This is an optimization exercise on Yosys and OpenROAD, whose aim is small area, a short achievable clock period and few clock cycles, not a production implementation. The RTL was checked by simulation tests, not by an equivalence proof against the original design. Power figures rest on the tool's default switching activity, not on a simulated workload.

==> flow/design.v <==
module pae_a_encoder (
    input  wire       clk,
    input  wire       rst,
    input  wire       start,
    input  wire [3:0] cfg_width,
    input  wire       cfg_swap,
    input  wire [1:0] cfg_mode,
    output wire       busy,
    output wire       done,
    input  wire       in_valid,
    input  wire [7:0] in_data,
    output wire       in_ready,
    output wire       out_valid,
    output wire [7:0] out_data,
    input  wire       out_ready
);
    reg        act;             
    reg        dn;              
    reg [3:0]  wm1;             
    reg [1:0]  md;
    reg        plane;
    reg        first;           
    reg        fin;             
    reg [2:0]  ca;              
    reg [3:0]  cb, cc;
    reg        last;            
    reg [7:0]  ib, ib2;
    reg        ibv, ib2v;
    reg        irdy;            
    reg        rle;             
    reg [12:0] m;               
    reg [3:0]  kt;              
    reg [1:0]  ph;              
    reg [7:0]  chk;
    reg [3:0]  cln;
    reg        cv;
    reg        ctl;             
    reg        xr;              
    reg [14:0] acc;
    reg [3:0]  lvl;
    assign busy      = act;
    assign done      = dn;
    assign out_valid = lvl[3];
    assign out_data  = acc[14:7];
    assign in_ready  = irdy;
    wire [1:0] p0 = ib[7:6], p1 = ib[5:4], p2 = ib[3:2], p3 = ib[1:0];
    wire z0 = (p0 == 2'd0), z1 = (p1 == 2'd0), z2 = (p2 == 2'd0), z3 = (p3 == 2'd0);
    wire allz = z0 & z1 & z2 & z3;
    wire [2:0] lz = !z0 ? 3'd0 : !z1 ? 3'd1 : !z2 ? 3'd2 : !z3 ? 3'd3 : 3'd4;
    wire [10:0] mh = m[12:2];
    reg  [10:0] mhi;
    integer j;
    always @(*) begin
        mhi[0] = !mh[0];
        for (j = 1; j < 11; j = j + 1)
            mhi[j] = mh[j] ^ (&(mh | ~((11'd1 << j) - 11'd1)));
    end
    wire        c  = lz[2] || (lz[1:0] == 2'd3 && m[1:0] != 2'd0) ||
                     (lz[1:0] == 2'd2 && m[1]) || (lz[1:0] == 2'd1 && m[1:0] == 2'd3);
    wire [1:0]  lo = m[1:0] + lz[1:0];
    wire [12:0] mp = {c ? mhi : mh, lo};
    wire        xo = c && ((mh[10:1] & ~mh[9:0]) == 10'd0);
    wire [3:0] ktn = kt + {3'd0, xo};
    wire       big = (ktn > 4'd6);                            
    wire       bg  = (kt > 4'd6);
    wire [2:0] qs  = (bg ? 3'd5 : 3'd7) - kt[2:0];            
    wire [6:0] qv  = bg ? m[12:6] : m[6:0];
    wire [6:0] qa  = qv << qs;                                 
    wire [7:0] rc  = xr ? {2'b10, qa[6:1]} : {1'b0, qa};
    wire [3:0] rcl = 4'd8 - {1'b0, qs} + {3'd0, xr};
    reg [7:0] h0; reg [3:0] l0;
    reg [7:0] h1; reg [3:0] l1;
    reg [7:0] t1; reg [3:0] tl;
    always @(*) begin
        h0 = 8'd0; l0 = 4'd0;
        if (z0) begin
            if (!rle) l0 = 4'd2;
        end else begin
            h0 = {p0, 6'd0}; l0 = 4'd2;
        end
        if (z1) begin
            if (!z0) l0 = l0 + 4'd2;
        end else if (z0 && !rle) begin
            h0 = {4'b0000, p1, 2'b00}; l0 = 4'd6;              
        end else begin
            h0 = h0 | ({p1, 6'd0} >> l0); l0 = l0 + 4'd2;
        end
    end
    always @(*) begin
        h1 = 8'd0; l1 = 4'd0;
        if (z2) begin
            if (!z1) l1 = 4'd2;
        end else if (z1 && !(rle && z0)) begin
            h1 = {1'b0, z0, p2, 4'd0}; l1 = 4'd4;             
        end else begin
            h1 = {p2, 6'd0}; l1 = 4'd2;
        end
        if (z3) begin
            if (!z2) l1 = l1 + 4'd2;
        end else if (z2 && !(rle && z0 && z1)) begin
            if (z1 && z0) begin                                
                h1 = {4'b1000, p3, 2'b00}; l1 = 4'd6;          
            end else begin
                h1 = h1 | ({1'b0, z1, p3, 4'd0} >> l1); l1 = l1 + 4'd4;
            end
        end else begin
            h1 = h1 | ({p3, 6'd0} >> l1); l1 = l1 + 4'd2;
        end
        t1 = 8'd0; tl = 4'd0;
        if (z3 && !(rle && allz)) begin
            if (!z2) begin                                     
                if (last) tl = 4'd2;
            end else if (!z1) begin                            
                if (last) begin t1 = 8'b01_000000; tl = 4'd2; end
            end else if (!z0) begin                            
                if (last) begin t1 = 8'b1000_0000; tl = 4'd4; end
                else      begin t1 = 8'b1_0000000; tl = 4'd1; end
            end else begin                                     
                if (last) begin t1 = 8'b1001_0000; tl = 4'd4; end
                else      begin t1 = 8'b1_0000000; tl = 4'd1; end
            end
        end
        h1 = h1 | (t1 >> l1);
        l1 = l1 + tl;
    end
    wire [7:0] hb = h0 | (h1 >> l0);
    wire [3:0] lb = l0 + l1;
    reg lng;
    always @(*) begin
        case ({rle, last, z0, z1, z2, z3})
        6'b00_0010, 6'b00_0100, 6'b00_0101, 6'b00_1000, 6'b00_1001, 6'b00_1010,
        6'b01_0001, 6'b01_0010, 6'b01_0100, 6'b01_0101, 6'b01_1000, 6'b01_1001,
        6'b01_1010, 6'b01_1011, 6'b01_1101,
        6'b10_0010, 6'b10_0100, 6'b10_0101,
        6'b11_0001, 6'b11_0010, 6'b11_0100, 6'b11_0101:
            lng = 1'b1;
        default:
            lng = 1'b0;
        endcase
    end
    wire tail_st  = !first && ph == 2'd0 && rle && (!allz || last);
    wire zero_st  = !first && ph == 2'd0 && rle && allz && !last;
    wire short_st = !first && (ph[1] || (ph == 2'd0 && !rle));
    wire consume  = zero_st || (short_st && (ph == 2'd3 || !lng));
    reg  [7:0] ch;
    reg  [3:0] cl;
    always @(*) begin
        ch = 8'd0; cl = 4'd0;
        if (first) begin
            if (!plane)          begin ch = {!z0, 7'd0};              cl = 4'd1; end
            else if (md == 2'd0) begin ch = {1'b0, !z0, 6'd0};        cl = 4'd2; end
            else                 begin ch = {1'b1, md[1], !z0, 5'd0}; cl = 4'd3; end
        end else if (ph == 2'd1) begin
            ch = {m[5:0], 2'b00}; cl = 4'd6;
        end else if (tail_st) begin
            ch = 8'd0; cl = 4'd0;
        end else if (zero_st) begin
            ch = {xo, 7'd0}; cl = {3'd0, xo};
        end else if (ph == 2'd3) begin
            ch = h1; cl = l1;
        end else if (lng) begin
            ch = h0; cl = l0;
        end else begin
            ch = hb; cl = lb;
        end
    end
    wire        pop   = lvl[3] && out_ready;
    wire        ins   = cv && (!lvl[3] || out_ready);
    wire [14:0] acc_s = pop ? {acc[6:0], 8'd0} : acc;
    wire [3:0]  lvl_s = pop ? {1'b0, lvl[2:0]} : lvl;
    wire [7:0]  ech   = ctl ? rc : chk;
    wire [3:0]  ecl   = ctl ? rcl : cln;
    wire [14:0] acc_n = ins ? (acc_s | ({ech, 7'd0} >> lvl[2:0])) : acc_s;
    wire [3:0]  lvl_a = ins ? (lvl_s + ecl) : lvl_s;
    wire        fl    = fin && (!cv || ins);                  
    wire [3:0]  lvl_n = (fl && lvl_a != 4'd0 && !lvl_a[3]) ? 4'd8 : lvl_a;
    wire go   = act && !fin && ibv && (!cv || ins);
    wire take = go && consume;
    wire ib2v_nx = act && !take && ((in_valid && irdy && ibv) || ib2v);
    wire act_nx  = act ? !(fl && lvl_n == 4'd0) : start;
    always @(posedge clk) begin
        if (rst) irdy <= 1'b0;
        else     irdy <= act_nx && !ib2v_nx;
    end
    always @(posedge clk) begin
        if (rst) begin
            act  <= 1'b0;
            dn   <= 1'b0;
            lvl  <= 4'd0;
            ibv  <= 1'b0;
            ib2v <= 1'b0;
            cv   <= 1'b0;
        end else begin
            dn <= 1'b0;
            if (act) begin
                if (take) begin
                    if (ib2v) begin
                        ib   <= ib2;
                        ib2v <= 1'b0;
                    end else if (in_valid && in_ready) begin
                        ib   <= in_data;
                    end else begin
                        ibv  <= 1'b0;
                    end
                end else if (in_valid && in_ready) begin
                    if (ibv) begin
                        ib2  <= in_data;
                        ib2v <= 1'b1;
                    end else begin
                        ib   <= in_data;
                        ibv  <= 1'b1;
                    end
                end
                acc <= acc_n;
                lvl <= lvl_n;
                if (go) begin
                    chk <= ch;
                    cln <= cl;
                    ctl <= tail_st;
                    xr  <= xo;
                    cv  <= 1'b1;
                end else if (ins) begin
                    cv  <= 1'b0;
                end
                if (go) begin
                    if (first) begin
                        first <= 1'b0;
                        rle   <= z0;
                        m     <= 13'd1;
                        kt    <= 4'd1;
                    end else if (take) begin
                        ph <= 2'd0;
                        if (zero_st) begin
                            m  <= mp;
                            kt <= ktn;
                        end else begin
                            kt  <= (z3 && z2 && z1) ? 4'd2 : 4'd1;
                            rle <= z3;
                            m   <= (!z3) ? 13'd1 : (!z2) ? 13'd2 : (!z1) ? 13'd3 :
                                   (!z0) ? 13'd4 : 13'd5;
                        end
                        ca <= ca - 3'd1;
                        last <= (ca == 3'd1) && (cb == 4'd0) && (cc == 4'd0);
                        if (ca == 3'd0) begin
                            cb <= cb - 4'd1;
                            if (cb == 4'd0) begin
                                cb <= wm1;
                                cc <= cc - 4'd1;
                                if (cc == 4'd0) cc <= wm1;
                            end
                        end
                        if (last) begin
                            if (!plane) begin
                                plane <= 1'b1;
                                first <= 1'b1;
                            end else begin
                                fin <= 1'b1;
                            end
                        end
                    end else if (tail_st) begin
                        m  <= mp;
                        kt <= ktn;
                        ph <= big ? 2'd1 : 2'd2;
                    end else if (ph == 2'd1) begin
                        ph <= 2'd2;
                    end else begin
                        ph <= 2'd3;
                    end
                end
                if (fl && lvl_n == 4'd0) begin
                    act <= 1'b0;
                    dn  <= 1'b1;
                end
            end
            if (start && !act) begin
                act   <= 1'b1;
                wm1   <= cfg_width - 4'd1;
                md    <= cfg_mode;
                ca    <= 3'd7;
                cb    <= cfg_width - 4'd1;
                cc    <= cfg_width - 4'd1;
                last  <= 1'b0;
                plane <= 1'b0;
                first <= 1'b1;
                fin   <= 1'b0;
                ph    <= 2'd0;
                acc   <= {cfg_width, cfg_width, cfg_swap, 6'd0};
                lvl   <= 4'd9;
            end
        end
    end
endmodule
export LEC_CHECK = 0
export ABC_AREA = 1
export CAP_MARGIN = 20
export CORE_MARGIN = 2
export CORE_UTILIZATION = 40
export PLACE_DENSITY = 0.6
export SETUP_SLACK_MARGIN = 3.9
export SLEW_MARGIN = 20
create_clock -name core_clock -period 7.0 [get_ports {clk}]
run.sh (not shown) runs the stock make flow with config.mk's settings and CLKGATE_MAP_FILE= SYNTH_SCRIPT=/design/flow/synth_recipe.tcl, a recipe that flattens the netlist after the stock synthesis.
Testbench counts at the start, summed over its fixed seeds: cycles 57,578.
Then changed:
--- a/flow/design.v
+++ b/flow/design.v
@@ -25,9 +25,8 @@
     reg [3:0]  cb, cc;
     reg        last;            
     reg [7:0]  ib, ib2;
     reg        ibv, ib2v;
-    reg        irdy;            
     reg        rle;             
     reg [12:0] m;               
     reg [3:0]  kt;              
     reg [1:0]  ph;              
@@ -41,9 +40,9 @@
     assign busy      = act;
     assign done      = dn;
     assign out_valid = lvl[3];
     assign out_data  = acc[14:7];
-    assign in_ready  = irdy;
+    assign in_ready  = act && !ib2v;
     wire [1:0] p0 = ib[7:6], p1 = ib[5:4], p2 = ib[3:2], p3 = ib[1:0];
     wire z0 = (p0 == 2'd0), z1 = (p1 == 2'd0), z2 = (p2 == 2'd0), z3 = (p3 == 2'd0);
     wire allz = z0 & z1 & z2 & z3;
     wire [2:0] lz = !z0 ? 3'd0 : !z1 ? 3'd1 : !z2 ? 3'd2 : !z3 ? 3'd3 : 3'd4;
@@ -175,14 +174,8 @@
     wire        fl    = fin && (!cv || ins);                  
     wire [3:0]  lvl_n = (fl && lvl_a != 4'd0 && !lvl_a[3]) ? 4'd8 : lvl_a;
     wire go   = act && !fin && ibv && (!cv || ins);
     wire take = go && consume;
-    wire ib2v_nx = act && !take && ((in_valid && irdy && ibv) || ib2v);
-    wire act_nx  = act ? !(fl && lvl_n == 4'd0) : start;
-    always @(posedge clk) begin
-        if (rst) irdy <= 1'b0;
-        else     irdy <= act_nx && !ib2v_nx;
-    end
     always @(posedge clk) begin
         if (rst) begin
             act  <= 1'b0;
             dn   <= 1'b0;
After rerunning:
- non-clock buffer count stays the same
- count of clock-buffer cells in the layout increases by 1
- core utilization rose by 0.16 points
- final cell count drops by 2.7%
- final area barely changes
- setup slack gets worse by 0.019 ns
- power went down by 2.9%
- synthesized area goes down by 0.59%
- wire length went down by 3.6%
- die area is lower by 0.58%
- critical path depth went down by 4
- clock skew barely changes
Testbench counts after the change, summed over its fixed seeds: cycles 57,578.

-- re-timing with driven ports --
The results above use ideal ports. As a check the final layouts listed here were re-extracted and re-timed, cells and wires unchanged. Step 1 sets driving cells, clkbuf_16 on the clock port and buf_2 on the other inputs (assumed; they add their load-dependent delay and slew). Step 2 also shifts input and output timing later by t, the mid clock arrival at the registers, as if the neighbouring blocks saw the same clock. a / b / c = ideal ports / drivers / drivers and shift; a / b = the first two.
| run | t (ns) | setup slack, ns | worst hold slack (ns) | worst register clock-pin slew, ns |
|---|---|---|---|---|
| the first run | 0.398 | 4.006 / 3.969 / 3.628 | 0.487 / 0.487 / 0.487 | 0.08 / 0.08 |
| the second run | 0.392 | 3.986 / 3.942 / 3.634 | 0.529 / 0.529 / 0.529 | 0.07 / 0.07 |
After both steps setup and hold are still met in every run listed. The setup slack of the first run, which loses most, moves by -0.037 ns with the drivers and by -0.378 ns with both steps.
